This design comes from an exercise in tuning for small area on the open sky130 flow, not from production work. RTL that was checked went through simulation tests only; none was proved equivalent to the original. No functional check of the RTL was part of runs 1 to 3. Power is estimated from default activity; no workload was simulated.

**design/flow/config.mk**
```make
export PLATFORM = sky130hd
export DESIGN_NAME = speden_display
export DESIGN_NICKNAME = speden_display
export VERILOG_FILES = /design/flow/design.v
export SDC_FILE = /design/flow/constraint.sdc
export NUM_CORES = 4
export LEC_CHECK = 0
export CAP_MARGIN = 20
export CORE_MARGIN = 2
export CORE_UTILIZATION = 65
export CTS_BUF_LIST = sky130_fd_sc_hd__clkbuf_16
export CTS_CLUSTER_DIAMETER = 60
export CTS_CLUSTER_SIZE = 30
export SLEW_MARGIN = 20
```
**design/flow/constraint.sdc**
```tcl
create_clock -name core_clock -period 15.0 [get_ports {clk}]
set_input_delay 3.0000 -clock core_clock [delete_from_list [all_inputs] [get_ports {clk}]]
set_output_delay 3.0000 -clock core_clock [all_outputs]
set_load 0.01 [all_outputs]
```
**design/flow/design.v**
```verilog
module speden_display (
  input  wire        clk,
  input  wire        rst,
  input  wire        cmd_valid,
  output wire        cmd_ready,
  input  wire [2:0]  cmd,
  input  wire [15:0] score,
  input  wire        high_score,
  output reg  [5:0]  src_addr,
  input  wire [7:0]  src_data,
  output wire        done,
  output wire [1:0]  status,
  output reg         ovf,
  output reg         irq_hold,
  output wire        sdi,
  output wire        sck,
  output wire        rck,
  output wire        clr,
  output wire        oe
);
  localparam [3:0] S_IDLE = 4'b1101, S_DOK = 4'b1100, S_DNI = 4'b1110,
                   S_DBAD = 4'b1111,
                   S_DD   = 4'b0000, S_REF = 4'b0001, S_LAT = 4'b0010,
                   S_ENC  = 4'b0011, S_ENQ = 4'b0100, S_PF  = 4'b0101,
                   S_PM   = 4'b0110, S_PFIN = 4'b0111;
  reg [3:0]   state;
  reg         initd;
  reg         armed;
  reg [111:0] mr;
  reg [3:0]   mph;
  reg [4:0]   prog;         
  reg [4:0]   rem;          
  reg         scr;
  reg         c3;
  reg [19:0]  qr;
  reg [4:0]   qp;
  reg [4:0]   nq;           
  reg [2:0]   ic;           
  reg         pfc;          
  reg [15:0]  dg;           
  reg [15:0]  sc;           
  reg [2:0]   kc;           
  reg [6:0]   dat;          
  reg [6:0]   c;            
  reg [1:0]   pe;           
  wire ready  = state[3] & state[2];
  wire ok     = initd || (cmd == 3'd0);
  assign cmd_ready = ready;
  assign done      = ready & (state[1] | ~state[0]);
  assign status    = state[1:0];
  assign clr       = initd;
  assign oe        = ~initd;
  assign sck       = (state == S_REF) && c[0];
  assign rck       = (state == S_LAT);
  function [7:0] seg_lut(input [3:0] d);
    case (d)
      4'd0: seg_lut = 8'hFC;
      4'd1: seg_lut = 8'h60;
      4'd2: seg_lut = 8'hDA;
      4'd3: seg_lut = 8'hF2;
      4'd4: seg_lut = 8'h66;
      4'd5: seg_lut = 8'hB6;
      4'd6: seg_lut = 8'hBE;
      4'd7: seg_lut = 8'hE0;
      4'd8: seg_lut = 8'hFE;
      4'd9: seg_lut = 8'hF6;
      default: seg_lut = 8'h00;
    endcase
  endfunction
  wire [5:0] j = c[6:1];
  wire [2:0] b = j[2:0];
  wire z0 = (dg[15:12] == 4'd0);
  wire z1 = z0 && (dg[11:8] == 4'd0);
  wire z2 = z1 && (dg[7:4] == 4'd0);
  wire en = irq_hold && (pe == 2'd1);
  wire [7:0] ctrl = {kc == 3'd7, kc == 3'd3, kc == 3'd3, kc == 3'd2 || kc == 3'd3,
                     kc == 3'd2, kc == 3'd1, kc[2], en};
  reg [3:0] dsel;
  reg       dblank;
  reg       bit_o;
  wire [7:0] datw = {1'b0, dat};
  wire [7:0] segw = seg_lut(dsel);
  always @(*) begin
    case (j[4:3])
      2'd2:    begin dsel = dg[3:0];   dblank = 1'b0; end
      2'd3:    begin dsel = dg[7:4];   dblank = z2;   end
      2'd0:    begin dsel = dg[11:8];  dblank = z1;   end
      default: begin dsel = dg[15:12]; dblank = z0;   end
    endcase
    case (j[5:3])
      3'd0:    bit_o = datw[b];
      3'd1:    bit_o = ctrl[b];
      default: bit_o = segw[b] && !dblank;
    endcase
  end
  assign sdi = initd && bit_o;
  function [3:0] adj(input [3:0] d);
    adj = (d >= 4'd5) ? d + 4'd3 : d;
  endfunction
  wire [3:0] a0 = adj(dg[15:12]);
  wire [3:0] a1 = adj(dg[11:8]);
  wire [3:0] a2 = adj(dg[7:4]);
  wire [3:0] a3 = adj(dg[3:0]);
  wire [15:0] dd_next = {a0[2:0], a1, a2, a3, sc[15]};
  wire [6:0] mtap   = mr[111:105];
  wire       mvalid = !prog[4] && (rem != 5'd0);
  wire       is_e   = !mtap[6] && !mtap[5] && mtap[0];
  wire [6:0] mlow   = {7{mvalid}} & {mtap[6] | is_e, mtap[5] | is_e, mtap[4:0]};
  wire       mtop   = (mvalid && is_e) ||
                      (scr && !prog[0] && (prog <= 5'd24));
  wire       stay   = (kc[2:1] == 2'b11) && (rem[4:1] != 4'd0);
  wire       aligned   = (mph == rem[3:0]);
  wire       printable = !src_data[7] && (src_data[6] || src_data[5]);
  wire       s_zero    = (src_data == 8'h00);
  wire       s_c3      = (src_data == 8'hC3);
  wire       s_a4      = (src_data == 8'hA4);
  wire       s_b6      = (src_data == 8'hB6);
  wire       enc_end   = !c3 && (rem == 5'd26 || s_zero);
  wire       mwr       = (state == S_ENC) && aligned && !rem[4] &&
                         (c3 || !(enc_end || s_c3));
  wire [6:0] mcode     = c3 ? {3'b000, s_b6, s_b6, s_b6, s_a4 | s_b6}
                            : (printable ? src_data[6:0] : 7'd0);
  wire qfull  = (nq == 5'd20);
  wire qempty = (nq == 5'd0);
  wire qwr    = (state == S_ENQ) && !qfull && (qp == nq);
  wire qdeq   = (state == S_PFIN) && !stay;
  always @(posedge clk) begin
    mr <= {mr[104:0], mwr ? mcode : mtap};
    qr <= {qr[18:0], qwr ? !pe[1] : qr[19]};
    if (rst) begin
      mph <= 4'd0;
      qp  <= 5'd0;
    end else begin
      mph <= mph + 4'd1;
      if (!qdeq) qp <= (qp == 5'd19) ? 5'd0 : qp + 5'd1;
    end
  end
  always @(posedge clk) begin
    sc <= ready ? score : {sc[14:0], 1'b0};
  end
  always @(posedge clk) begin
    if (rst) begin
      state    <= S_IDLE;
      initd    <= 1'b0;
      ovf      <= 1'b0;
      irq_hold <= 1'b0;
    end else begin
      case (state)
        S_IDLE, S_DOK, S_DNI, S_DBAD: begin
          state    <= S_IDLE;
          irq_hold <= 1'b0;
          if (cmd_valid) begin
            state <= !ok ? S_DNI : (cmd[2:1] == 2'b11) ? S_DBAD : S_DOK;
            if (ok) begin
              case (cmd)
                3'd0: begin
                  dg    <= 16'h000F;
                  kc    <= 3'd0;
                  dat   <= 7'd0;
                  ic    <= 3'd0;
                  nq    <= 5'd4;
                  armed <= 1'b1;
                  ovf   <= 1'b0;
                  initd <= 1'b1;
                end
                3'd1: begin
                  dg    <= 16'h0000;
                  c     <= 7'd0;
                  state <= S_DD;
                end
                3'd2: begin
                  src_addr <= 6'd0;
                  rem      <= 5'd0;
                  prog     <= 5'd0;
                  c3       <= 1'b0;
                  scr      <= high_score;
                  state    <= S_ENC;
                end
                3'd3: begin
                  pe    <= 2'd0;
                  state <= S_ENQ;
                end
                3'd4: begin
                  dg    <= 16'h000F;
                  c     <= 7'd0;
                  state <= S_REF;
                end
                3'd5: begin
                  irq_hold <= 1'b1;
                  if (armed) state <= S_PF;
                end
                default: ;
              endcase
            end
          end
        end
        S_DD: begin
          dg <= dd_next;
          c  <= c + 7'd1;
          if (c[3:0] == 4'd15) begin
            c     <= 7'd0;
            state <= S_REF;
          end
        end
        S_REF: begin
          if (c == 7'd95) state <= S_LAT;
          else            c <= c + 7'd1;
        end
        S_LAT: begin
          if (!irq_hold) begin
            state <= S_DOK;
          end else if (pe == 2'd2) begin
            state <= S_PFIN;
          end else begin
            pe    <= pe + 2'd1;
            c     <= 7'd0;
            state <= S_REF;
          end
        end
        S_ENC: begin
          if (aligned) begin
            if (enc_end) begin
              pe    <= 2'd1;
              state <= S_ENQ;
            end else if (!c3 && s_c3) begin
              c3       <= 1'b1;
              src_addr <= src_addr + 6'd1;
            end else begin
              c3  <= 1'b0;
              rem <= rem + 5'd1;
              if (!c3 || s_a4 || s_b6)
                src_addr <= src_addr + 6'd1;
            end
          end
        end
        S_ENQ: begin
          if (qfull || qp == nq) begin
            if (qfull) begin
              ovf <= 1'b1;
            end else begin
              nq <= nq + 5'd1;
              if (pe == 2'd3 || (!pe[1] && qempty)) armed <= 1'b1;
            end
            pe <= pe + 2'd1;
            if (pe == 2'd0 || pe == 2'd3) state <= S_DOK;
          end
        end
        S_PF: begin
          if (!ic[2]) begin
            kc    <= {1'b0, ic[1:0]};
            pe    <= 2'd0;
            c     <= 7'd0;
            state <= S_REF;
          end else if (qempty) begin
            armed <= 1'b0;
            state <= S_DOK;
          end else if (qp == 5'd0) begin
            pe <= 2'd0;
            c  <= 7'd0;
            if (qr[19])   begin kc <= 3'd0; state <= S_REF; end
            else if (pfc) begin kc <= 3'd4; state <= S_REF; end
            else          state <= S_PM;
          end
        end
        S_PM: begin
          if (mph == prog[3:0]) begin
            dat   <= mlow;
            kc    <= mtop ? 3'd7 : 3'd6;
            state <= S_REF;
          end
        end
        S_PFIN: begin
          if (kc[2:1] == 2'b11) begin
            prog <= prog + 5'd1;
            if (rem != 5'd0) rem <= rem - 5'd1;
          end
          if (!stay) begin
            nq  <= nq - 5'd1;
            pfc <= (kc == 3'd0);
            if (!ic[2]) ic <= ic + 3'd1;
          end
          state <= S_DOK;
        end
        default: state <= S_IDLE;
      endcase
    end
  end
endmodule
```
**design/flow/run.sh**
```bash
#!/bin/bash
# synth_recipe.tcl (not shown) runs the flow's synth.tcl, then flattens the netlist and writes it again
# the make line also repeats each setting of config.mk as NAME=value (left out here)
make -C /OpenROAD-flow-scripts/flow DESIGN_CONFIG=/design/flow/config.mk WORK_HOME=/design/flow/orfs CLKGATE_MAP_FILE= SYNTH_SCRIPT=/design/flow/synth_recipe.tcl finish
```
==> results of run 1 <==
-- layout by cell type (no fill, tap or decap), types with 4 or more instances in the layout --
cell and n:
mux4_2 6, nor3_1 25, a211oi_1 4, nor2b_1 10
a21o_1 7, nand3_1 22, nand2b_1 10, clkbuf_16 15
o21ai_2 5, nand4_1 7, and2_1 11, xnor2_1 16
and3_1 6, edfxtp_1 63, ha_1 33, a31oi_1 4
clkdlybuf4s50_1 47, or3_1 4, nor3b_1 5, a21oi_1 43
o21ai_0 27, dfxtp_1 164, buf_4 4, nand2_1 100
o21ai_1 4, nor2_1 84, inv_1 38, xor2_1 25
-- final cells by class --
type | count | area share [%]
clock buffer | 15 | 3.74
sequential | 227 | 51.6
tap | 176 | 2.20
multi-input combinational | 535 | 34.3
clock inverter | 11 | 1.74
inverter | 37 | 1.39
timing repair buffer | 51 | 4.99
-- state kept, by name, indices dropped and copies added, names as in the netlist, 6 cells and up --
| signal | count |
|---|---|
| mr | 112 |
| src_addr | 6 |
| sc | 16 |
| qr | 20 |
| c | 7 |
| dg | 16 |
| dat | 7 |
-- stage by stage --
step	utilization [%]	instance area (um2)	setup slack [ns]	total power [mW]	hold WS, ns
after floorplan	-	8940	9.87	0.844	0.310
final	75.1	10000	8.63	1.34	0.313
after global routing	75.1	10000	8.44	1.39	0.324
after global placement	71.0	9470	9.26	0.888	0.312
after detailed placement	71.0	9470	9.05	0.897	0.313
after CTS	75.1	10000	8.67	1.34	0.315
-- report_power, final --
| group | total, mW | internal [mW] | switching (mW) | leakage [nW] |
|---|---|---|---|---|
| Sequential | 0.713 | 0.672 | 0.0415 | 1.93 |
| Combinational | 0.174 | 0.0710 | 0.103 | 1.69 |
| Clock | 0.450 | 0.208 | 0.242 | 0.265 |
-- worst max-delay path, stage by stage (launching register included) --
cell             delay, ns
dfxtp_1               0.76
nand2_1               0.65
inv_1                 0.77
clkdlybuf4s50_1       0.67
-- worst min-delay path by stage --
stage,slack (ns),startpoint,endpoint,cells past startpoint
4_1_cts,0.31,mr[73]$_DFF_P_,mr[80]$_DFF_P_,0
3_3_place_gp,0.31,mr[46]$_DFF_P_,mr[53]$_DFF_P_,0
2_1_floorplan,0.31,mr[93]$_DFF_P_,mr[100]$_DFF_P_,0
3_5_place_dp,0.31,mr[89]$_DFF_P_,mr[96]$_DFF_P_,0
5_1_grt,0.32,mr[94]$_DFF_P_,mr[101]$_DFF_P_,0
6_report,0.31,mr[94]$_DFF_P_,mr[101]$_DFF_P_,0
-- routing by layer --
layer	vias up	wire (um)	GRT usage (%)
met5	-	0	0
met4	0	242	6.11
met3	29	1100	3.38
met2	211	9290	44.7
met1	2994	8130	35.3
li1	2967	-	-
-- cells by family after synthesis --
family          Yosys count  share of synthesized area [%]
flops                   227                           57.9
xor+xnor                 41                           4.01
simple gates            309                           17.0
mux                      11                           2.10
fa+ha+maj                35                           5.06
compound gates          139                           10.3
buf+inv                  68                           3.69
==> flow_metrics.tcl, run 1 <==
set metrics [dict create \
    syn_area_per_cell_um2 10.8 \
    startpoint_type "flop" \
    dp_hpwl_um 13500 \
    synth.largest_area_cell "dfxtp_1" \
    rows 42 \
    cp_max_fo 25 \
    post_cts_resize_count 0 \
    crit_type "flop to output port" \
    synth.area.top_cells "dfxtp_1 (37%), edfxtp_1 (21%), ha_1 (4.6%)" \
    async_flop_share_pct 0 \
    clk_pin_slew_ns 0.11 \
    r2r-end "nq[4]$_SDFFCE_PN0P_" \
    io_buffers 47 \
    synthesis.nets 896 \
    chipWidth_um 121 \
    clockBufferDepth 3 \
    fmax_ghz 0.157 \
    cts_setup_buffers 0 \
    synthFlopType "dfxtp_1" \
    worst_pin_slew_ns 1.09 \
    crit_arrival_ns 3.37 \
    synth_cell_types 82 \
    synth_edf_count 63 \
    cts_root_buf "clkbuf_16" \
    hold_class "flop to flop" \
    grt_start_max_net_pins 31 \
    reg2reg_depth 8 \
    place_inst 1026 \
    syn2layout_area_growth_pct 12.1 \
    yosys_register_bits 227 \
    synth_seq_area_share_pct 57.9 \
    syn_area_mm2 0.00894 \
    leakage_nw 3.89 \
    maxSlewViolCount 0 \
    ys_top_cells_by_count "dfxtp_1 (164), nand2_1 (100), nor2_1 (84), edfxtp_1 (63), a21oi_1 (43)" \
    slew_headroom_pct 26.6 \
    yosysMostFrequentCell "dfxtp_1" \
    cp.required_ns 12.00 \
    grt_pass1_wl_um 30500 \
    timing.final.crit_period_ns 6.37 \
    seq_area_mm2 0.00517 \
    multi_input_area_mm2 0.00344 \
    worst_setup_path_end_kind "output port" \
    stdcell_count 1052 \
    cts_tree "done" \
    synth_top_cell_area_share_pct 36.7 \
    clock_sinks 227 \
    wl_um 18800 \
    numCtsBuffers 15 \
    antenna_cells 0 \
    num_vias 6201 \
    layout.nets 933 \
    io_pins 48 \
    start_util_pct 67.0 \
    die_y_um 121 \
    post-route-period-util_pct 42.4 \
    regToRegSetupSlack_ns 11.25 \
    crit_start "state[3]$_SDFFE_PP1P_" \
    vias_per_cell 5.89 \
    antenna_found_initial 0 \
    critical_path.endpoint "cmd_ready" \
    hold_viol 0 \
    setup_viol 0 \
    drt_iter0_markers 566 \
    fill_cells 923 \
    gp_congestion 0.921 \
    ant_nets 0 \
    peakVddDrop_mv 0.115 \
    gr-usage-all-layers_pct 26.0 \
    die-area_mm2 0.0147 \
    p_per_area_mw_per_mm2 133 \
    holdBufCountCts 0 \
    clock_skew_ns 0.0291 \
    drive_above_1_share_pct 6.62 \
    yosys_warnings 1 \
    core_mm2 0.0133 \
    grt_pass1_vias 6028 \
    clock_latency_ns 0.51 \
    grt_setup_unrepaired "false" \
    drt_pass1_iterations 5 \
    setup-tns-final_ns 0 \
    wl_per_cell_um 17.8 \
    drc 0 \
    h-tree-depth 1 \
    grt_overflow_total 0 \
    maxCapViolCount 0 \
    status "no timing/DRC/antenna violations" \
    syn_inst 830 \
    r2r_start "state[2]$_SDFFE_PP1P_" \
]
==> run 2: changes to the inputs <==
--- a/design/flow/config.mk
+++ b/design/flow/config.mk
@@ -8,7 +8,4 @@
 export CAP_MARGIN = 20
 export CORE_MARGIN = 2
 export CORE_UTILIZATION = 65
-export CTS_BUF_LIST = sky130_fd_sc_hd__clkbuf_16
-export CTS_CLUSTER_DIAMETER = 60
-export CTS_CLUSTER_SIZE = 30
 export SLEW_MARGIN = 20
==> run 2 against run 1 <==
Against the previous run:
- area after synthesis is the same
- highest routed layer unchanged
- clock power grew 28%
- largest power group unchanged
- via count is 2.1% higher
- sequential power about the same
- largest cell class unchanged
- clock skew is 0.021 ns lower
- still clean
- fmax down 0.23%
==> flow_metrics.tcl, run 2 <==
set metrics [dict create \
    holdWs_ns 0.323 \
    layout_common_cells "dfxtp_1 (164), nand2_1 (100), nor2_1 (84)" \
    synth_top_cell_area_share_pct 36.7 \
    dp_hpwl_um 13500 \
    grt_overflow_total 0 \
    syn_area_mm2 0.00894 \
    ant_nets 0 \
    synthFlopType "dfxtp_1" \
    slew_headroom_pct 34.6 \
    clk_pin_slew_ns 0.06 \
    post-route-period-util_pct 42.5 \
    synth_cell_types 82 \
    wl_per_cell_um 18.7 \
    core_mm2 0.0133 \
    drc 0 \
    syn_inst 830 \
    io_buffers 47 \
    multi_input_area_mm2 0.00344 \
    fill_cells 866 \
    drive_above_1_share_pct 7.86 \
    antenna_found_initial 0 \
    layout.nets 941 \
    peakVddDrop_mv 0.112 \
    rows 42 \
    p_per_area_mw_per_mm2 143 \
    maxCapViolCount 0 \
    drt_iter0_markers 565 \
    clockBufferDepth 3 \
    vias_per_cell 5.93 \
    use_met2_pct 47.6 \
    holdBufCountCts 0 \
    antenna_cells 0 \
    syn2layout_area_growth_pct 14.7 \
    top_regs "mr (112), qr (20)" \
    maxSlewViolCount 0 \
    numCtsBuffers 22 \
    use_met1_pct 36.4 \
    final_area_mm2 0.0103 \
    num_vias 6331 \
    cp.required_ns 12.00 \
    syn_area_per_cell_um2 10.8 \
    async_flop_share_pct 0 \
    worst_pin_slew_ns 0.956 \
    status "no timing/DRC/antenna violations" \
    hold_class "flop to flop" \
    clock_latency_ns 0.51 \
    synth.area.top_cells "dfxtp_1 (37%), edfxtp_1 (21%), ha_1 (4.6%)" \
    fmax_ghz 0.157 \
    timing.final.crit_period_ns 6.38 \
    largest-register "mr" \
    h-tree-depth 1 \
    seq_area_mm2 0.00517 \
    yosys_warnings 1 \
    setup-tns-final_ns 0 \
    worst_setup_path_end_kind "output port" \
    total_power_mw 1.46 \
    cp_max_fo 25 \
    post_cts_resize_count 0 \
    wl_um 19900 \
    cts_tree "done" \
    grt_start_max_net_pins 26 \
    synth_seq_area_share_pct 57.9 \
    gr-usage-all-layers_pct 27.5 \
    yosys_register_bits 227 \
    final_common_cell "dfxtp_1" \
    startpoint_type "flop" \
    setup_viol 0 \
    die_y_um 121 \
    grt_busiest_layer "met2" \
    setup_slack_ns 8.62 \
    clock_skew_ns 0.00829 \
    drt_pass1_iterations 5 \
    synth_edf_count 63 \
    yosysMostFrequentCell "dfxtp_1" \
    chipWidth_um 121 \
    pre_cts_slack_ns 9.05 \
    placed_cell_area_mm2 0.00947 \
    grt_setup_unrepaired "false" \
    grt_pass1_vias 6265 \
    io_pins 48 \
    largest_register_ffs 112 \
    synthesis.nets 896 \
    cts_setup_buffers 0 \
    gp_congestion 0.921 \
    crit_type "flop to output port" \
    clock_sinks 227 \
    die-area_mm2 0.0147 \
    use_met3_pct 3.71 \
    grt_pass1_wl_um 31800 \
    leakage_nw 4.01 \
    ys_top_cells_by_count "dfxtp_1 (164), nand2_1 (100), nor2_1 (84), edfxtp_1 (63), a21oi_1 (43)" \
    start_util_pct 67.0 \
    hold_viol 0 \
    synth.largest_area_cell "dfxtp_1" \
    crit_arrival_ns 3.38 \
    cts_root_buf "clkbuf_16" \
]
run 2: cell types whose count changed in the layout (fill, tap and decap cells not counted), moves of 2 or more:
cell       change
clkbuf_16      +9
inv_6          -2
inv_16         -2
clkbuf_1       +5
inv_12         -2
clkbuf_8       +6
run 2: metrics by stage:
step	instances	util, %
floorplan	830	-
global placement	1026	71.0
detailed placement	1026	71.0
CTS	1066	76.8
global route	1067	76.9
finish	1067	76.9
run 2: where the power goes:
| group | total [mW] | internal (mW) | switching [mW] |
|---|---|---|---|
| clock | 0.574 | 0.344 | 0.230 |
| sequential | 0.714 | 0.673 | 0.0417 |
| combinational | 0.174 | 0.0712 | 0.103 |
| total | 1.46 | 1.09 | 0.375 |
run 2: cells by family after synthesis:
kind of cell	Yosys count	share of synthesized area (%)
AND/OR/NAND/NOR	309	17.0
flip-flops	227	57.9
AO/OA/AOI/OAI	139	10.3
buffers and inverters	68	3.69
XOR/XNOR	41	4.01
adder cells (fa/ha/maj)	35	5.06
multiplexers	11	2.10
run 2: metal layers:
layer,vias to the layer above,share of wire [%]
met2,222,50
met4,0,2.2
met5,-,0
met1,3076,42
met3,41,5.7
li1,2992,-
run 2: layout make-up:
type,instances,share of cell area [%]
clock buffer,36,6.91
inverter,37,1.35
clock inverter,4,0.707
sequential,227,50.4
timing repair buffer,52,4.93
tap,176,2.15
multi-input combinational,535,33.5
run 2: path summary, 6_finish.rpt:
kind,cells past startpoint,end,slack (ns),start
worst max-delay path,3,cmd_ready,8.62,state[2]$_SDFFE_PP1P_
worst min-delay path,0,mr[65]$_DFF_P_,0.32,mr[58]$_DFF_P_
worst max register to register,8,nq[4]$_SDFFCE_PN0P_,11.23,state[2]$_SDFFE_PP1P_
worst min register to register,0,mr[65]$_DFF_P_,0.32,mr[58]$_DFF_P_
run 2: critical path: stages (launching register included):
cell	delay, ns
dfxtp_1	0.75
nand2_1	0.68
inv_1	0.77
clkdlybuf4s50_1	0.67
==> run 3: changes to the inputs <==
==> design/flow/flow/run.sh (new file) <==
#!/bin/bash
# Own layout flow: the standard synthesis, its combinational logic re-mapped for area
# (registers untouched), then the standard ORFS flow with 1x port buffers and a lighter
# clock tree. Each tool's output goes to a log file of its own in this folder.
set -euo pipefail
W=$(pwd)
R=$W/orfs/results/$FLOW_PLATFORM/speden_display/base
# 1. standard synthesis, netlist only
bash standard.sh $R/1_2_yosys.v > $W/log_1_synth.txt 2>&1
cp $R/1_2_yosys.v $W/netlist_standard.v
# 2. area re-mapping of the gates between the registers
bash flow/remap.sh $W/netlist_standard.v $W/netlist_remap.v flow/area.abc > $W/log_2_remap.txt 2>&1
cp $W/netlist_remap.v $R/1_2_yosys.v
touch $R/1_2_yosys.v
# 3. the rest of the standard flow
bash standard.sh \
  "BUFFER_PORTS_ARGS=-buffer_cell sky130_fd_sc_hd__buf_1" \
  "CTS_ARGS=$(cat flow/cts_args.txt)" \
  finish > $W/log_3_layout.txt 2>&1
test -f $W/out/final.def
==> design/flow/flow/area.abc (new file) <==
strash
&get -n
&fraig -x
&put
scorr
dc2
strash
&get -n
&dch -f
&nf -R 1000
&put
==> design/flow/flow/cts_args.txt (new file) <==
-sink_clustering_enable -repair_clock_nets -dont_use_dummy_load -sink_clustering_size 20 -sink_clustering_max_diameter 60 -buf_list {sky130_fd_sc_hd__clkbuf_8 sky130_fd_sc_hd__clkbuf_16}
==> design/flow/flow/remap.sh (new file) <==
#!/bin/bash
# remap.sh IN.v OUT.v ABC_SCRIPT
# Re-maps the combinational logic of the standard synthesis netlist for area with ABC.
# Every register instance keeps its name and cell type; only the gates between them change.
set -euo pipefail
LIB=$FLOW_HOME/platforms/sky130hd/lib/sky130_fd_sc_hd__tt_025C_1v80.lib
IN=$1; OUT=$2; ABCS=$3
DU=""
for c in $(sed -n '/^export DONT_USE_CELLS/,/^$/p' $FLOW_HOME/platforms/sky130hd/config.mk | tr -d '\\' | grep -o 'sky130_fd_sc_hd__[A-Za-z0-9_]*'); do
  DU="$DU -dont_use $c"
done
cat > remap.ys <<EOT
read_liberty -ignore_miss_func $LIB
read_verilog $IN
hierarchy -top $FLOW_TOP
setattr -mod -set keep_hierarchy 1 sky130_fd_sc_hd__df* sky130_fd_sc_hd__edf* sky130_fd_sc_hd__sdf* sky130_fd_sc_hd__sedf* sky130_fd_sc_hd__dl* sky130_fd_sc_hd__conb_1
flatten
opt_clean -purge
stat -liberty $LIB
abc -liberty $LIB $DU -script $ABCS
opt_clean -purge
hilomap -singleton -hicell sky130_fd_sc_hd__conb_1 HI -locell sky130_fd_sc_hd__conb_1 LO
splitnets
opt_clean -purge
insbuf -buf sky130_fd_sc_hd__buf_4 A X
rename -hide w:*.*
select $FLOW_TOP
stat -liberty $LIB
write_verilog -noattr -nohex -nodec -selected $OUT
EOT
Y=$FLOW_HOME/../tools/install/yosys/bin/yosys
[[ -x $Y ]] || Y=yosys
$Y -s remap.ys
==> design/flow/standard.sh (new file) <==
#!/bin/bash
# synth_recipe.tcl (not shown) runs the flow's synth.tcl, then flattens the netlist and writes it again
# the make line also repeats each setting of config.mk as NAME=value (left out here)
make -C /OpenROAD-flow-scripts/flow DESIGN_CONFIG=/design/flow/config.mk WORK_HOME=/design/flow/orfs CLKGATE_MAP_FILE= SYNTH_SCRIPT=/design/flow/synth_recipe.tcl "${@:-finish}"
--- a/design/flow/config.mk
+++ b/design/flow/config.mk
@@ -7,5 +7,5 @@
 export LEC_CHECK = 0
 export CAP_MARGIN = 20
 export CORE_MARGIN = 2
-export CORE_UTILIZATION = 65
+export CORE_UTILIZATION = 60
 export SLEW_MARGIN = 20
removed: design/flow/run.sh
==> run 3 against run 2 <==
Against the previous run:
- worst setup slack gained 0.15 ns
- highest routed layer unchanged
- sequential power shrank 6.2%
- cell area shrank 14%
- still clean on timing, DRC and antenna
- sequential share of layout area grew 8.0 points
- via count shrank 8.3%
- critical path depth grew 9
- final cell count shrank 5.8%
- combinational power shrank 46%
- area after synthesis shrank 10%
- utilization shrank 9.8 points
- synthesized cell count shrank 7.6%
- die area shrank 2.5%
==> flow_metrics.tcl, run 3 <==
set metrics [dict create \
    peakVddDrop_mv 0.122 \
    crit_family "simple AND/OR/NAND/NOR gates" \
    cp_max_fo 11 \
    post-route-period-util_pct 41.5 \
    leakage_nw 3.22 \
    max_stage_delay_ns 0.52 \
    drc 0 \
    clock_sinks 227 \
    crit_arrival_ns 3.23 \
    drt_iter0_markers 478 \
    rows 42 \
    maxCapViolCount 0 \
    startpoint_type "flop" \
    cts_setup_buffers 0 \
    gp_congestion 0.951 \
    grt_pass1_wl_um 27800 \
    worst_pin_slew_ns 1.04 \
    crit_type "flop to output port" \
    die-area_mm2 0.0144 \
    setup_viol 0 \
    place_inst 988 \
    grt_start_max_net_pins 25 \
    fill_cells 1035 \
    start_util_pct 61.0 \
    post_cts_resize_count 0 \
    yosys_warnings 1 \
    drive_above_1_share_pct 2.77 \
    setup_slack_ns 8.77 \
    dp_hpwl_um 11700 \
    total_power_mw 1.15 \
    pre_cts_slack_ns 9.33 \
    grt_overflow_total 0 \
    cts_root_buf "clkbuf_16" \
    stdcell_count 1005 \
    p_per_area_mw_per_mm2 130 \
    chipWidth_um 120 \
    hold_viol 0 \
    syn_area_per_cell_um2 10.5 \
    core_mm2 0.0132 \
    final_common_cell "dfxtp_1" \
    hold_class "flop to flop" \
    cts_tree "done" \
    syn_inst 767 \
    setup-tns-final_ns 0 \
    wl_um 16700 \
    layout_common_cells "dfxtp_1 (164), nand2_1 (122), nor2_1 (73)" \
    holdBufCountCts 0 \
    largest_register_ffs 112 \
    clockBufferDepth 3 \
    fmax_ghz 0.161 \
    die_y_um 120 \
    timing.final.crit_period_ns 6.23 \
    status "no timing/DRC/antenna violations" \
    wl_per_cell_um 16.6 \
    cp.required_ns 12.00 \
    worst_setup_path_end_kind "output port" \
    num_vias 5808 \
    critical_path_buf_inv_count 2 \
    io_buffers 47 \
    syn_area_mm2 0.00805 \
    largest-register "mr" \
    drt_pass1_iterations 5 \
    io_pins 48 \
    crit_chain "clkinv_1 > nor2_1 > a22oi_1 > o21ai_0 > nand2_1 > and2_0 > nor3_1 > a31oi_1 > or3_1 > o311ai_0 > o22ai_1 > buf_1" \
    gr-usage-all-layers_pct 24.1 \
    syn2layout_area_growth_pct 10.0 \
    ant_nets 0 \
    synthesis.nets 798 \
    top_regs "mr (112), qr (20)" \
    slew_headroom_pct 30.6 \
    layout.nets 862 \
    grt_setup_unrepaired "false" \
    vias_per_cell 5.78 \
    antenna_cells 0 \
    clk_pin_slew_ns 0.08 \
    crit_slowest_cell "edfxtp_1" \
    numCtsBuffers 17 \
    antenna_found_initial 0 \
    maxSlewViolCount 0 \
    clock_latency_ns 0.48 \
    h-tree-depth 1 \
    clock_skew_ns 0.0543 \
    grt_pass1_vias 5586 \
]
[run 3: cell type report]
type / instances / area [um2] / share of cell area [%]
Sequential cell: 227 / 5170 / 58.5
Multi-Input combinational cell: 521 / 2770 / 31.3
Clock buffer: 17 / 425 / 4.81
Timing Repair Buffer: 53 / 221 / 2.50
Tap cell: 176 / 220 / 2.49
Inverter: 11 / 41.3 / 0.466
[run 3: final timing paths]
path         cells past startpoint             startpoint  slack [ns]                  end
max                             12         c[4]$_DFFE_PP_        8.77                  sdi
max reg2reg                     10  state[3]$_SDFFE_PP1P_       12.05  nq[4]$_SDFFCE_PN0P_
min                              0          mr[7]$_DFF_P_        0.32       mr[14]$_DFF_P_
min reg2reg                      0          mr[7]$_DFF_P_        0.32       mr[14]$_DFF_P_
[run 3: per-layer routing]
layer  track usage (%)  share of wire (%)
met4              7.72                2.4
met3              4.66                7.5
met1              33.1                 44
met5                 0                  0
met2              38.9                 46
[run 3: stage by stage]
stage | area [um2] | utilization, % | hold WS [ns]
6_report | 8850 | 67.1 | 0.324
5_1_grt | 8850 | 67.1 | 0.316
4_1_cts | 8850 | 67.1 | 0.317
3_5_place_dp | 8430 | 63.9 | 0.312
3_3_place_gp | 8430 | 63.9 | 0.311
2_1_floorplan | 8050 | - | 0.310
[run 3: where the power goes]
| part | switching, mW | internal (mW) |
|---|---|---|
| registers | 0.0176 | 0.652 |
| clock network | 0.187 | 0.201 |
| logic | 0.0621 | 0.0311 |
| total | 0.267 | 0.884 |
==> run 4: changes to the inputs <==
--- a/design/flow/design.v
+++ b/design/flow/design.v
@@ -22,7 +22,7 @@
                    S_DBAD = 4'b1111,
                    S_DD   = 4'b0000, S_REF = 4'b0001, S_LAT = 4'b0010,
                    S_ENC  = 4'b0011, S_ENQ = 4'b0100, S_PF  = 4'b0101,
-                   S_PM   = 4'b0110, S_PFIN = 4'b0111;
+                   S_PM   = 4'b0110, S_PFIN = 4'b0111, S_ENC3 = 4'b1000;
   reg [3:0]   state;
   reg         initd;
   reg         armed;
@@ -31,17 +31,16 @@
   reg [4:0]   prog;         
   reg [4:0]   rem;          
   reg         scr;
-  reg         c3;
   reg [19:0]  qr;
   reg [4:0]   qp;
   reg [4:0]   nq;           
   reg [2:0]   ic;           
   reg         pfc;          
   reg [15:0]  dg;           
-  reg [15:0]  sc;           
+  reg [11:0]  sc;           
   reg [2:0]   kc;           
   reg [6:0]   dat;          
-  reg [6:0]   c;            
+  reg [3:0]   r;            
   reg [1:0]   pe;           
   wire ready  = state[3] & state[2];
   wire ok     = initd || (cmd == 3'd0);
@@ -50,7 +49,7 @@
   assign status    = state[1:0];
   assign clr       = initd;
   assign oe        = ~initd;
-  assign sck       = (state == S_REF) && c[0];
+  assign sck       = (state == S_REF) && mph[0] && !r[3];
   assign rck       = (state == S_LAT);
   function [7:0] seg_lut(input [3:0] d);
     case (d)
@@ -67,8 +66,7 @@
       default: seg_lut = 8'h00;
     endcase
   endfunction
-  wire [5:0] j = c[6:1];
-  wire [2:0] b = j[2:0];
+  wire [2:0] b = mph[3:1] | {3{state != S_REF}};
   wire z0 = (dg[15:12] == 4'd0);
   wire z1 = z0 && (dg[11:8] == 4'd0);
   wire z2 = z1 && (dg[7:4] == 4'd0);
@@ -81,13 +79,13 @@
   wire [7:0] datw = {1'b0, dat};
   wire [7:0] segw = seg_lut(dsel);
   always @(*) begin
-    case (j[4:3])
+    case (r[1:0])
       2'd2:    begin dsel = dg[3:0];   dblank = 1'b0; end
       2'd3:    begin dsel = dg[7:4];   dblank = z2;   end
       2'd0:    begin dsel = dg[11:8];  dblank = z1;   end
       default: begin dsel = dg[15:12]; dblank = z0;   end
     endcase
-    case (j[5:3])
+    case (r[2:0])
       3'd0:    bit_o = datw[b];
       3'd1:    bit_o = ctrl[b];
       default: bit_o = segw[b] && !dblank;
@@ -101,7 +99,10 @@
   wire [3:0] a1 = adj(dg[11:8]);
   wire [3:0] a2 = adj(dg[7:4]);
   wire [3:0] a3 = adj(dg[3:0]);
-  wire [15:0] dd_next = {a0[2:0], a1, a2, a3, sc[15]};
+  wire [15:0] dd_next = {a0[2:0], a1, a2, a3, sc[11]};
+  wire [3:0]  s_hi    = score[15:12];
+  wire        s_hi10  = (s_hi >= 4'd10);
+  wire [4:0]  s_hibcd = {s_hi10, s_hi10 ? s_hi - 4'd10 : s_hi};
   wire [6:0] mtap   = mr[111:105];
   wire       mvalid = !prog[4] && (rem != 5'd0);
   wire       is_e   = !mtap[6] && !mtap[5] && mtap[0];
@@ -115,10 +116,10 @@
   wire       s_c3      = (src_data == 8'hC3);
   wire       s_a4      = (src_data == 8'hA4);
   wire       s_b6      = (src_data == 8'hB6);
-  wire       enc_end   = !c3 && (rem == 5'd26 || s_zero);
-  wire       mwr       = (state == S_ENC) && aligned && !rem[4] &&
-                         (c3 || !(enc_end || s_c3));
-  wire [6:0] mcode     = c3 ? {3'b000, s_b6, s_b6, s_b6, s_a4 | s_b6}
+  wire       enc_end   = (rem == 5'd26 || s_zero);
+  wire       mwr       = aligned && !rem[4] &&
+                         ((state == S_ENC3) || ((state == S_ENC) && !(enc_end || s_c3)));
+  wire [6:0] mcode     = (state == S_ENC3) ? {3'b000, s_b6, s_b6, s_b6, s_a4 | s_b6}
                             : (printable ? src_data[6:0] : 7'd0);
   wire qfull  = (nq == 5'd20);
   wire qempty = (nq == 5'd0);
@@ -136,7 +137,7 @@
     end
   end
   always @(posedge clk) begin
-    sc <= ready ? score : {sc[14:0], 1'b0};
+    sc <= ready ? score[11:0] : {sc[10:0], 1'b0};
   end
   always @(posedge clk) begin
     if (rst) begin
@@ -164,15 +165,14 @@
                   initd <= 1'b1;
                 end
                 3'd1: begin
-                  dg    <= 16'h0000;
-                  c     <= 7'd0;
+                  dg    <= {11'd0, s_hibcd};
+                  r     <= 4'd4;
                   state <= S_DD;
                 end
                 3'd2: begin
                   src_addr <= 6'd0;
                   rem      <= 5'd0;
                   prog     <= 5'd0;
-                  c3       <= 1'b0;
                   scr      <= high_score;
                   state    <= S_ENC;
                 end
@@ -182,7 +182,7 @@
                 end
                 3'd4: begin
                   dg    <= 16'h000F;
-                  c     <= 7'd0;
+                  r     <= 4'd15;
                   state <= S_REF;
                 end
                 3'd5: begin
@@ -196,15 +196,14 @@
         end
         S_DD: begin
           dg <= dd_next;
-          c  <= c + 7'd1;
-          if (c[3:0] == 4'd15) begin
-            c     <= 7'd0;
-            state <= S_REF;
-          end
+          if (r == 4'd15) state <= S_REF;
+          else            r <= r + 4'd1;
         end
         S_REF: begin
-          if (c == 7'd95) state <= S_LAT;
-          else            c <= c + 7'd1;
+          if (mph == 4'd15) begin
+            if (r == 4'd5) state <= S_LAT;
+            else           r <= r + 4'd1;
+          end
         end
         S_LAT: begin
           if (!irq_hold) begin
@@ -213,7 +212,7 @@
             state <= S_PFIN;
           end else begin
             pe    <= pe + 2'd1;
-            c     <= 7'd0;
+            r     <= 4'd15;
             state <= S_REF;
           end
         end
@@ -222,15 +221,18 @@
             if (enc_end) begin
               pe    <= 2'd1;
               state <= S_ENQ;
-            end else if (!c3 && s_c3) begin
-              c3       <= 1'b1;
+            end else begin
+              if (s_c3) state <= S_ENC3;
+              else      rem   <= rem + 5'd1;
               src_addr <= src_addr + 6'd1;
-            end else begin
-              c3  <= 1'b0;
-              rem <= rem + 5'd1;
-              if (!c3 || s_a4 || s_b6)
-                src_addr <= src_addr + 6'd1;
             end
+          end
+        end
+        S_ENC3: begin
+          if (aligned) begin
+            state <= S_ENC;
+            rem   <= rem + 5'd1;
+            if (s_a4 || s_b6) src_addr <= src_addr + 6'd1;
           end
         end
         S_ENQ: begin
@@ -249,14 +251,14 @@
           if (!ic[2]) begin
             kc    <= {1'b0, ic[1:0]};
             pe    <= 2'd0;
-            c     <= 7'd0;
+            r     <= 4'd15;
             state <= S_REF;
           end else if (qempty) begin
             armed <= 1'b0;
             state <= S_DOK;
           end else if (qp == 5'd0) begin
             pe <= 2'd0;
-            c  <= 7'd0;
+            r  <= 4'd15;
             if (qr[19])   begin kc <= 3'd0; state <= S_REF; end
             else if (pfc) begin kc <= 3'd4; state <= S_REF; end
             else          state <= S_PM;
@@ -266,6 +268,7 @@
           if (mph == prog[3:0]) begin
             dat   <= mlow;
             kc    <= mtop ? 3'd7 : 3'd6;
+            r     <= 4'd15;
             state <= S_REF;
           end
         end
==> design/flow/flow/cts_args.txt (replaced) <==
-sink_clustering_enable -repair_clock_nets -dont_use_dummy_load -sink_clustering_size 20 -sink_clustering_max_diameter 60 -buf_list {sky130_fd_sc_hd__clkbuf_8}
--- a/design/flow/config.mk
+++ b/design/flow/config.mk
@@ -7,5 +7,5 @@
 export LEC_CHECK = 0
 export CAP_MARGIN = 20
 export CORE_MARGIN = 2
-export CORE_UTILIZATION = 60
+export CORE_UTILIZATION = 70
 export SLEW_MARGIN = 20
==> run 4 against run 3 <==
Against the previous run:
- register-to-register slack lost 0.98 ns
- global-route usage increased by 9.9 points
- still clean on timing, DRC and antenna
- worst setup slack got worse by 0.72 ns
==> flow_metrics.tcl, run 4 <==
set metrics [dict create \
    gr-usage-all-layers_pct 34.0 \
    holdBufCountCts 0 \
    intPower_mw 0.812 \
    setup_slack_ns 8.05 \
    cts_root_buf "clkbuf_8" \
    clock_latency_ns 0.51 \
    syn_inst 763 \
    grt_overflow_total 0 \
    die_y_um 111 \
    post-route-period-util_pct 46.3 \
    top_regs "mr (112), qr (20), dg (16)" \
    clockBufferDepth 3 \
    layout.nets 853 \
    crit_arrival_ns 3.95 \
    h-tree-depth 1 \
    status "no timing/DRC/antenna violations" \
    final_area_mm2 0.00849 \
    largest_register_ffs 112 \
    clock_skew_ns 0.0551 \
    max_stage_delay_ns 0.65 \
    drive_above_1_share_pct 2.68 \
    maxCapViolCount 0 \
    utilization_pct 77.3 \
    timing.final.crit_period_ns 6.95 \
    placed_cell_area_mm2 0.00828 \
    power_frac_comb_pct 18.3 \
    gp_congestion 0.994 \
    antenna_found_initial 0 \
    worst_setup_path_end_kind "output port" \
    hold_class "flop to flop" \
    grt_pass1_wl_um 33300 \
    worst_pin_slew_ns 1.02 \
    switching_share_pct 30.9 \
    peakVddDrop_mv 0.129 \
    slew_headroom_pct 31.1 \
    chipWidth_um 111 \
    clock_sinks 219 \
    yosys_warnings 1 \
    num_vias 6370 \
    grt_setup_unrepaired "false" \
    synthesis.nets 794 \
    ant_nets 0 \
    post_cts_resize_count 0 \
    rows 38 \
    crit_chain "nor2b_1 > a21oi_1 > a32o_1 > nand2_1 > nor4b_1 > nor4_1 > a21oi_1 > o21a_1 > nor3_1 > a2111oi_0 > buf_1" \
    io_pins 48 \
    stdcell_count 960 \
    syn_area_per_cell_um2 10.4 \
    pwr-share-clk_pct 22.0 \
    wl_per_cell_um 21.8 \
    drt_iter0_markers 1046 \
    vias_per_cell 6.64 \
    die-area_mm2 0.0122 \
    startpoint_type "flop" \
    io_buffers 47 \
    antenna_cells 0 \
    setup_viol 0 \
    numCtsBuffers 15 \
    place_inst 945 \
    sequentialPowerShare_pct 59.8 \
    final_common_cell "dfxtp_1" \
    dp_hpwl_um 15200 \
    drc 0 \
    syn2layout_area_growth_pct 6.63 \
    drt_pass1_iterations 9 \
    fmax_ghz 0.144 \
    crit_type "flop to output port" \
    grt_start_max_net_pins 22 \
    layout_common_cells "dfxtp_1 (160), nand2_1 (115), nor2_1 (74)" \
    setup-tns-final_ns 0 \
    hold_viol 0 \
    maxSlewViolCount 0 \
    cts_setup_buffers 0 \
    cp_max_fo 14 \
    start_util_pct 72.5 \
    grt_pass1_vias 6179 \
    leakage_nw 3.05 \
    pre_cts_slack_ns 8.86 \
    core_mm2 0.0110 \
    crit_slowest_cell "edfxtp_1" \
    syn_area_mm2 0.00796 \
    path_common_cell "a21oi_1" \
    clk_pin_slew_ns 0.11 \
    cp.required_ns 12.00 \
    wl_um 20900 \
    switching_power_mw 0.364 \
    p_per_area_mw_per_mm2 138 \
    largest-register "mr" \
    cts_tree "done" \
]
## run 4: worst max-delay path: cells and delay by family (launching register included)
kind | cells | cell delay [ns]
compound gates | 5 | 1.37
simple gates | 5 | 1.22
flops | 1 | 0.65
buf+inv | 1 | 0.20
## run 4: final cells by class
cell class | count | area, um2
repair buffers | 50 | 199
well taps | 140 | 175
flip-flops and latches | 219 | 4970
fillers | 645 | 2490
clock buffers | 15 | 206
inverters | 13 | 48.8
multi-input cells | 523 | 2890
## run 4: routing by layer
| metal | global-route usage (%) | share of wire [%] | routed length (um) |
|---|---|---|---|
| met1 | 44.8 | 38 | 8030 |
| met2 | 57.7 | 48 | 10100 |
| met3 | 4.92 | 9.1 | 1890 |
| met4 | 12.8 | 4.1 | 864 |
| met5 | 0 | 0 | 0 |
## run 4: worst paths after layout
path	from	endpoint	slack (ns)	depth (start not counted)
worst max-delay path	r[0]$_DFFE_PP_	sdi	8.05	11
worst min register to register	qr[18]$_DFF_P_	qr[19]$_DFF_P_	0.32	0
worst min-delay path	qr[18]$_DFF_P_	qr[19]$_DFF_P_	0.32	0
worst max register to register	state[2]$_SDFFE_PP1P_	pe[0]$_DFFE_PP_	11.07	7
## run 4: power by group through the flow
stage | combinational, mW | clock [mW] | sequential (mW)
final | 0.215 | 0.258 | 0.703
after global routing | 0.233 | 0.273 | 0.708
after CTS | 0.207 | 0.256 | 0.699
after detailed placement | 0.205 | 0 | 0.712
after global placement | 0.198 | 0 | 0.708
after floorplan | 0.146 | 0 | 0.697
## run 4: per-stage QoR
| step | power [mW] | hold WS, ns |
|---|---|---|
| global placement | 0.907 | 0.312 |
| finish | 1.18 | 0.319 |
| detailed placement | 0.918 | 0.312 |
| floorplan | 0.842 | 0.310 |
| global route | 1.21 | 0.317 |
| CTS | 1.16 | 0.315 |
==> run 5: changes to the inputs <==
--- a/design/flow/design.v
+++ b/design/flow/design.v
@@ -22,7 +22,7 @@
                    S_DBAD = 4'b1111,
                    S_DD   = 4'b0000, S_REF = 4'b0001, S_LAT = 4'b0010,
                    S_ENC  = 4'b0011, S_ENQ = 4'b0100, S_PF  = 4'b0101,
-                   S_PM   = 4'b0110, S_PFIN = 4'b0111, S_ENC3 = 4'b1000;
+                   S_PM   = 4'b0110, S_ENC3 = 4'b0111;
   reg [3:0]   state;
   reg         initd;
   reg         armed;
@@ -37,10 +37,10 @@
   reg [2:0]   ic;           
   reg         pfc;          
   reg [15:0]  dg;           
-  reg [11:0]  sc;           
+  reg [5:0]   sc;           
   reg [2:0]   kc;           
   reg [6:0]   dat;          
-  reg [3:0]   r;            
+  reg [3:0]   r;
   reg [1:0]   pe;           
   wire ready  = state[3] & state[2];
   wire ok     = initd || (cmd == 3'd0);
@@ -49,7 +49,7 @@
   assign status    = state[1:0];
   assign clr       = initd;
   assign oe        = ~initd;
-  assign sck       = (state == S_REF) && mph[0] && !r[3];
+  assign sck       = (state == S_REF) && mph[0] && (r[2:1] != 2'b11);
   assign rck       = (state == S_LAT);
   function [7:0] seg_lut(input [3:0] d);
     case (d)
@@ -79,10 +79,10 @@
   wire [7:0] datw = {1'b0, dat};
   wire [7:0] segw = seg_lut(dsel);
   always @(*) begin
-    case (r[1:0])
-      2'd2:    begin dsel = dg[3:0];   dblank = 1'b0; end
-      2'd3:    begin dsel = dg[7:4];   dblank = z2;   end
-      2'd0:    begin dsel = dg[11:8];  dblank = z1;   end
+    case (r[2:0])
+      3'd2:    begin dsel = dg[3:0];   dblank = 1'b0; end
+      3'd3:    begin dsel = dg[7:4];   dblank = z2;   end
+      3'd4:    begin dsel = dg[11:8];  dblank = z1;   end
       default: begin dsel = dg[15:12]; dblank = z0;   end
     endcase
     case (r[2:0])
@@ -99,7 +99,7 @@
   wire [3:0] a1 = adj(dg[11:8]);
   wire [3:0] a2 = adj(dg[7:4]);
   wire [3:0] a3 = adj(dg[3:0]);
-  wire [15:0] dd_next = {a0[2:0], a1, a2, a3, sc[11]};
+  wire [15:0] dd_next = {a0[2:0], a1, a2, a3, src_addr[5]};
   wire [3:0]  s_hi    = score[15:12];
   wire        s_hi10  = (s_hi >= 4'd10);
   wire [4:0]  s_hibcd = {s_hi10, s_hi10 ? s_hi - 4'd10 : s_hi};
@@ -124,7 +124,7 @@
   wire qfull  = (nq == 5'd20);
   wire qempty = (nq == 5'd0);
   wire qwr    = (state == S_ENQ) && !qfull && (qp == nq);
-  wire qdeq   = (state == S_PFIN) && !stay;
+  wire qdeq   = (state == S_LAT) && irq_hold && (pe == 2'd2) && !stay;
   always @(posedge clk) begin
     mr <= {mr[104:0], mwr ? mcode : mtap};
     qr <= {qr[18:0], qwr ? !pe[1] : qr[19]};
@@ -137,7 +137,7 @@
     end
   end
   always @(posedge clk) begin
-    sc <= ready ? score[11:0] : {sc[10:0], 1'b0};
+    sc <= ready ? score[5:0] : {sc[4:0], 1'b0};
   end
   always @(posedge clk) begin
     if (rst) begin
@@ -149,6 +149,7 @@
       case (state)
         S_IDLE, S_DOK, S_DNI, S_DBAD: begin
           state    <= S_IDLE;
+          src_addr <= score[11:6];
           irq_hold <= 1'b0;
           if (cmd_valid) begin
             state <= !ok ? S_DNI : (cmd[2:1] == 2'b11) ? S_DBAD : S_DOK;
@@ -163,10 +164,11 @@
                   armed <= 1'b1;
                   ovf   <= 1'b0;
                   initd <= 1'b1;
+                  r     <= 4'd6;
                 end
                 3'd1: begin
                   dg    <= {11'd0, s_hibcd};
-                  r     <= 4'd4;
+                  r     <= 4'd10;
                   state <= S_DD;
                 end
                 3'd2: begin
@@ -182,7 +184,6 @@
                 end
                 3'd4: begin
                   dg    <= 16'h000F;
-                  r     <= 4'd15;
                   state <= S_REF;
                 end
                 3'd5: begin
@@ -196,23 +197,32 @@
         end
         S_DD: begin
           dg <= dd_next;
-          if (r == 4'd15) state <= S_REF;
-          else            r <= r + 4'd1;
+          src_addr <= {src_addr[4:0], sc[5]};
+          r <= r + 4'd1;
+          if (r == 4'd5) state <= S_REF;
         end
         S_REF: begin
           if (mph == 4'd15) begin
-            if (r == 4'd5) state <= S_LAT;
-            else           r <= r + 4'd1;
+            r[2:0] <= r[2:0] + 3'd1;
+            if (r[2:0] == 3'd5) state <= S_LAT;
           end
         end
         S_LAT: begin
           if (!irq_hold) begin
             state <= S_DOK;
           end else if (pe == 2'd2) begin
-            state <= S_PFIN;
+            if (kc[2:1] == 2'b11) begin
+              prog <= prog + 5'd1;
+              if (rem != 5'd0) rem <= rem - 5'd1;
+            end
+            if (!stay) begin
+              nq  <= nq - 5'd1;
+              pfc <= (kc == 3'd0);
+              if (!ic[2]) ic <= ic + 3'd1;
+            end
+            state <= S_DOK;
           end else begin
             pe    <= pe + 2'd1;
-            r     <= 4'd15;
             state <= S_REF;
           end
         end
@@ -251,14 +261,12 @@
           if (!ic[2]) begin
             kc    <= {1'b0, ic[1:0]};
             pe    <= 2'd0;
-            r     <= 4'd15;
             state <= S_REF;
           end else if (qempty) begin
             armed <= 1'b0;
             state <= S_DOK;
           end else if (qp == 5'd0) begin
             pe <= 2'd0;
-            r  <= 4'd15;
             if (qr[19])   begin kc <= 3'd0; state <= S_REF; end
             else if (pfc) begin kc <= 3'd4; state <= S_REF; end
             else          state <= S_PM;
@@ -268,21 +276,8 @@
           if (mph == prog[3:0]) begin
             dat   <= mlow;
             kc    <= mtop ? 3'd7 : 3'd6;
-            r     <= 4'd15;
             state <= S_REF;
           end
-        end
-        S_PFIN: begin
-          if (kc[2:1] == 2'b11) begin
-            prog <= prog + 5'd1;
-            if (rem != 5'd0) rem <= rem - 5'd1;
-          end
-          if (!stay) begin
-            nq  <= nq - 5'd1;
-            pfc <= (kc == 3'd0);
-            if (!ic[2]) ic <= ic + 3'd1;
-          end
-          state <= S_DOK;
         end
         default: state <= S_IDLE;
       endcase
==> design/flow/flow/cts_args.txt (replaced) <==
-sink_clustering_enable -repair_clock_nets -dont_use_dummy_load -sink_clustering_size 16 -sink_clustering_max_diameter 50 -buf_list {sky130_fd_sc_hd__clkbuf_8}
==> run 5 against run 4 <==
Against the previous run:
- still clean on timing, DRC and antenna
- wire length is 6.2% lower
- final cell count is 1.8% lower
- total power is 17% lower
==> flow_metrics.tcl, run 5 <==
set metrics [dict create \
    status "no timing/DRC/antenna violations" \
    crit_family "simple AND/OR/NAND/NOR gates" \
    io_pins 48 \
    cp.depth 16 \
    peakVddDrop_mv 0.127 \
    multi_input_area_mm2 0.00280 \
    timing.final.crit_period_ns 6.52 \
    seq_area_mm2 0.00485 \
    cts_tree "done" \
    setup_viol 0 \
    path_common_cell "nor2_1" \
    cp_max_fo 10 \
    antenna_found_initial 0 \
    ant_nets 0 \
    drt_pass1_iterations 6 \
    wl_per_cell_um 20.8 \
    leakage_nw 2.94 \
    antenna_cells 0 \
    largest_register_ffs 112 \
    syn_area_mm2 0.00778 \
    max_stage_delay_ns 0.51 \
    layout_common_cells "dfxtp_1 (154), nand2_1 (95), nor2_1 (72)" \
    dp_hpwl_um 14000 \
    crit_chain "nor2_1 > nor2_1 > and3_1 > a21oi_1 > and3_1 > nand2_1 > nand2_1 > nor2_1 > nand3_1 > o21ai_0 > a31oi_1 > a211oi_1 > o22ai_1 > o211ai_1 > o22ai_1 > buf_1" \
    clock_latency_ns 0.52 \
    pwr-share-clk_pct 28.8 \
    p_per_area_mw_per_mm2 118 \
    holdBufCountCts 0 \
    grt_setup_unrepaired "false" \
    cp.required_ns 12.00 \
    die_y_um 109 \
    vias_per_cell 6.70 \
    gp_congestion 0.994 \
    final_common_cell "dfxtp_1" \
    reg2reg_depth 6 \
    wl_um 19600 \
    maxCapViolCount 0 \
    rows 38 \
    syn2layout_area_growth_pct 7.30 \
    clk_pin_slew_ns 0.10 \
    top_regs "mr (112), qr (20), dg (16)" \
    syn_area_per_cell_um2 10.5 \
    grt_pass1_vias 5959 \
    drc 0 \
    switching_power_mw 0.240 \
    hold_viol 0 \
    r2r-end "rem[1]$_SDFFCE_PN0P_" \
    fill_cells 682 \
    layout.nets 836 \
    crit_type "flop to output port" \
    syn_inst 743 \
    setup-tns-final_ns 0 \
    cts_root_buf "clkbuf_8" \
    numCtsBuffers 19 \
    grt_start_max_net_pins 23 \
    hold_class "flop to flop" \
    maxSlewViolCount 0 \
    grt_overflow_total 0 \
    die-area_mm2 0.0120 \
    drt_iter0_markers 803 \
    sequentialPowerShare_pct 63.2 \
    critical_path.endpoint "sdi" \
    num_vias 6314 \
    regToRegSetupSlack_ns 11.12 \
    critical_path_buf_inv_count 1 \
    slew_headroom_pct 30.5 \
    post_cts_resize_count 0 \
    intPower_mw 0.741 \
    yosys_warnings 1 \
    clock_sinks 213 \
    largest-register "mr" \
    clock_skew_ns 0.0845 \
    crit_start "r[2]$_DFFE_PP_" \
    holdWs_ns 0.285 \
    post-route-period-util_pct 43.4 \
    r2r_start "state[2]$_SDFFE_PP1P_" \
    crit_slowest_cell "edfxtp_1" \
    io_buffers 47 \
    start_util_pct 71.8 \
    switching_share_pct 24.5 \
    fmax_ghz 0.153 \
    grt_pass1_wl_um 30900 \
    cts_setup_buffers 0 \
    crit_arrival_ns 3.52 \
    startpoint_type "flop" \
    worst_pin_slew_ns 1.04 \
    power_frac_comb_pct 8.0 \
    final_area_mm2 0.00835 \
    clockBufferDepth 3 \
    gr-usage-all-layers_pct 33.7 \
    core_mm2 0.0108 \
    synthesis.nets 774 \
    placed_cell_area_mm2 0.00809 \
    worst_setup_path_end_kind "output port" \
    chipWidth_um 109 \
    h-tree-depth 1 \
    drive_above_1_share_pct 2.74 \
]
run 5: power by group through the flow:
| stage | clock network, mW | logic [mW] | registers (mW) |
|---|---|---|---|
| 4_1_cts | 0.283 | 0.0763 | 0.620 |
| 3_3_place_gp | 0 | 0.0728 | 0.631 |
| 5_1_grt | 0.301 | 0.0849 | 0.622 |
| 2_1_floorplan | 0 | 0.0532 | 0.626 |
| 3_5_place_dp | 0 | 0.0756 | 0.633 |
| 6_report | 0.283 | 0.0784 | 0.621 |
run 5: how the worst min path moves through the flow:
stage / startpoint / to / slack, ns / depth (start not counted)
after CTS: mr[94]$_DFF_P_ / mr[101]$_DFF_P_ / 0.30 / 0
final: mr[94]$_DFF_P_ / mr[101]$_DFF_P_ / 0.29 / 0
after detailed placement: mr[99]$_DFF_P_ / mr[106]$_DFF_P_ / 0.31 / 0
after global routing: mr[94]$_DFF_P_ / mr[101]$_DFF_P_ / 0.30 / 0
after floorplan: mr[93]$_DFF_P_ / mr[100]$_DFF_P_ / 0.31 / 0
after global placement: qr[16]$_DFF_P_ / qr[17]$_DFF_P_ / 0.31 / 0
run 5: final cells by class:
type / instances / share of cell area, %
clock buffer: 19 / 3.13
inverter: 17 / 0.765
multi-input combinational: 505 / 33.5
sequential: 213 / 58.2
tap: 140 / 2.10
timing repair buffer: 49 / 2.29
run 5: layer usage:
layer | routed length [um] | share of wire, % | GRT usage [%] | up-vias
li1 | - | - | - | 2826
met1 | 7450 | 38 | 43.8 | 2968
met2 | 9450 | 48 | 57.5 | 418
met3 | 1890 | 9.7 | 5.28 | 102
met4 | 818 | 4.2 | 11.9 | 0
met5 | 0 | 0 | 0 | -
run 5: through the flow:
stage	utilization [%]	power (mW)	setup WS, ns	std cells
6_report	77.0	0.982	8.48	943
3_5_place_dp	74.6	0.708	9.12	924
2_1_floorplan	-	0.680	9.60	743
4_1_cts	77.0	0.979	8.59	943
3_3_place_gp	74.6	0.704	9.28	924
5_1_grt	77.0	1.01	8.21	943
==> run 6: changes to the inputs <==
==> design/flow/flow/area.abc (replaced) <==
strash
&get -n
&deepsyn -T 60
&put
strash
&get -n
&dch -f
&nf -R 1000
&put
strash
&get -n
&deepsyn -T 60
&put
strash
&get -n
&dch -f
&nf -R 1000
&put
==> run 6 against run 5 <==
Against the previous run:
- highest routed layer unchanged
- die area is 4.1% lower
- cell area fell by 4.0%
- clock-buffer cell count is 1 lower
- area after synthesis shrank 4.3%
- sequential share of layout area rose by 2.4 points
- fmax is 1.7% lower
- clock power is 4% lower
- via count fell by 14%
- clock skew decreased by 0.049 ns
- sequential power is 3% lower
- hold slack gained 0.041 ns
- critical path depth fell by 6
- critical endpoint unchanged
==> flow_metrics.tcl, run 6 <==
set metrics [dict create \
    numCtsBuffers 18 \
    clk_pin_slew_ns 0.10 \
    use_met2_pct 47.5 \
    ant_nets 0 \
    vias_per_cell 6.28 \
    syn_area_mm2 0.00745 \
    yosys_warnings 1 \
    use_met3_pct 4.38 \
    chipWidth_um 107 \
    worst_setup_path_end_kind "output port" \
    wl_per_cell_um 19.1 \
    synthesis.nets 699 \
    slew_headroom_pct 44.4 \
    cp.required_ns 12.00 \
    leakage_nw 2.82 \
    hold_viol 0 \
    clockBufferDepth 3 \
    clock_skew_ns 0.0351 \
    crit_arrival_ns 3.63 \
    cts_setup_buffers 0 \
    die_y_um 107 \
    syn_area_per_cell_um2 11.1 \
    worst_pin_slew_ns 0.828 \
    post_cts_resize_count 0 \
    largest-register "mr" \
    p_per_area_mw_per_mm2 114 \
    stdcell_count 865 \
    drt_iter0_markers 612 \
    grt_pass1_wl_um 26200 \
    grt_start_max_net_pins 23 \
    crit_type "flop to output port" \
    grt_busiest_layer "met2" \
    timing.final.crit_period_ns 6.63 \
    startpoint_type "flop" \
    start_util_pct 72.1 \
    maxSlewViolCount 0 \
    peakVddDrop_mv 0.132 \
    num_vias 5430 \
    antenna_found_initial 0 \
    antenna_cells 0 \
    die-area_mm2 0.0115 \
    h-tree-depth 1 \
    rows 37 \
    core_mm2 0.0103 \
    drive_above_1_share_pct 3.02 \
    final_common_cell "dfxtp_1" \
    fmax_ghz 0.151 \
    layout_common_cells "dfxtp_1 (154), nor2_1 (69), nand2_1 (60)" \
    syn_inst 668 \
    grt_overflow_total 0 \
    holdBufCountCts 0 \
    hold_class "flop to flop" \
    post-route-period-util_pct 44.2 \
    clock_sinks 213 \
    drc 0 \
    cp_max_fo 15 \
    syn2layout_area_growth_pct 7.58 \
    drt_pass1_iterations 6 \
    io_pins 48 \
    largest_register_ffs 112 \
    dp_hpwl_um 12000 \
    grt_setup_unrepaired "false" \
    holdWs_ns 0.326 \
    top_regs "mr (112), qr (20), dg (16)" \
    cts_tree "done" \
    gr-usage-all-layers_pct 29.0 \
    layout.nets 762 \
    setup_viol 0 \
    use_met1_pct 39.8 \
    wl_um 16600 \
    place_inst 847 \
    cts_root_buf "clkbuf_8" \
    total_power_mw 0.913 \
    status "no timing/DRC/antenna violations" \
    io_buffers 47 \
    clock_latency_ns 0.50 \
    setup-tns-final_ns 0 \
    maxCapViolCount 0 \
    gp_congestion 0.956 \
    grt_pass1_vias 5194 \
]
-- run 6: cell count changes in the layout (fill, tap and decap cells not counted), sizes merged, moves of 6 or more --
| cell | previous run | this run |
|---|---|---|
| xnor2 | 23 | 11 |
| a22o | 0 | 7 |
| o21ai | 60 | 35 |
| nor2b | 7 | 14 |
| nand3 | 28 | 15 |
| nand2b | 2 | 10 |
| nand2 | 95 | 60 |
| xor2 | 7 | 13 |
-- run 6: per-layer routing --
metal / share of wire [%] / vias up
met1: 41 / 2551
met2: 48 / 285
li1: - / 2542
met4: 3.5 / 0
met5: 0 / -
met3: 7.8 / 52
-- run 6: final cells by class --
type                       instances  area (um2)
clock buffer                      18         248
multi-input combinational        433        2480
fill                             638        2310
inverter                          14        52.6
tap                              136         170
timing repair buffer              51         206
sequential                       213        4850
-- run 6: where the power goes --
group          leakage (nW)  total [mW]  switching (mW)  internal [mW]
Combinational         0.904      0.0374          0.0231         0.0143
Sequential             1.78       0.603         0.00894          0.594
Clock                 0.129       0.272           0.164          0.108
Total                  2.82       0.913           0.196          0.717
-- run 6: metrics by stage --
| stage | cell area [um2] | utilization (%) | setup WS, ns |
|---|---|---|---|
| after floorplan | 7450 | - | 9.54 |
| after global placement | 7760 | 75.2 | 9.12 |
| after detailed placement | 7760 | 75.2 | 8.95 |
| after CTS | 8010 | 77.6 | 8.45 |
| after global routing | 8010 | 77.6 | 7.99 |
| final | 8010 | 77.6 | 8.37 |
-- run 6: final timing paths --
path | startpoint | endpoint | slack (ns) | cells past startpoint
worst max-delay path | r[0]$_DFFE_PP_ | sdi | 8.37 | 10
worst min-delay path | mr[19]$_DFF_P_ | mr[26]$_DFF_P_ | 0.33 | 0
worst max register to register | state[2]$_SDFFE_PP1P_ | rem[2]$_SDFFCE_PN0P_ | 11.48 | 6
worst min register to register | mr[19]$_DFF_P_ | mr[26]$_DFF_P_ | 0.33 | 0
-- run 6: worst max-delay path, stage by stage, from the launching register on --
cell,delay (ns)
edfxtp_1,0.63
nor2_1,0.20
a222oi_1,0.35
a21boi_0,0.66
a22oi_1,0.22
a311oi_1,0.30
a311oi_1,0.08
a2111oi_0,0.31
a21oi_1,0.11
nor2_1,0.13
buf_1,0.17

==> re-timing with driven ports <==
Ports are ideal in the flow. The routed layouts listed here were re-timed in OpenROAD.
Step 1 assumes that a clkbuf_16 drives the clock port and a buf_2 every other input.
Step 2 moves the port delays by t, midway between the first and last clock arrival at a register: inputs arrive t later, outputs are due t later. That takes back most of the time a late clock gives input paths.
Slacks: no drivers / after step 1 / after step 2; pairs: no drivers / after step 1.
run	t, ns	slack for setup (ns)	hold WS [ns]	cell pins on the clock port's net
run 1	0.532	8.635 / 8.592 / 8.974	0.313 / 0.313 / 0.313	1
run 2	0.548	8.620 / 8.578 / 9.126	0.323 / 0.323 / 0.323	1
run 3	0.494	8.773 / 8.732 / 9.226	0.324 / 0.324 / 0.324	1
run 4	0.520	8.051 / 8.014 / 8.535	0.319 / 0.319 / 0.319	1
run 5	0.511	8.484 / 8.449 / 8.960	0.285 / 0.285 / 0.285	1
run 6	0.514	8.374 / 8.339 / 8.853	0.326 / 0.326 / 0.326	1
After both steps every run listed still meets setup and hold.
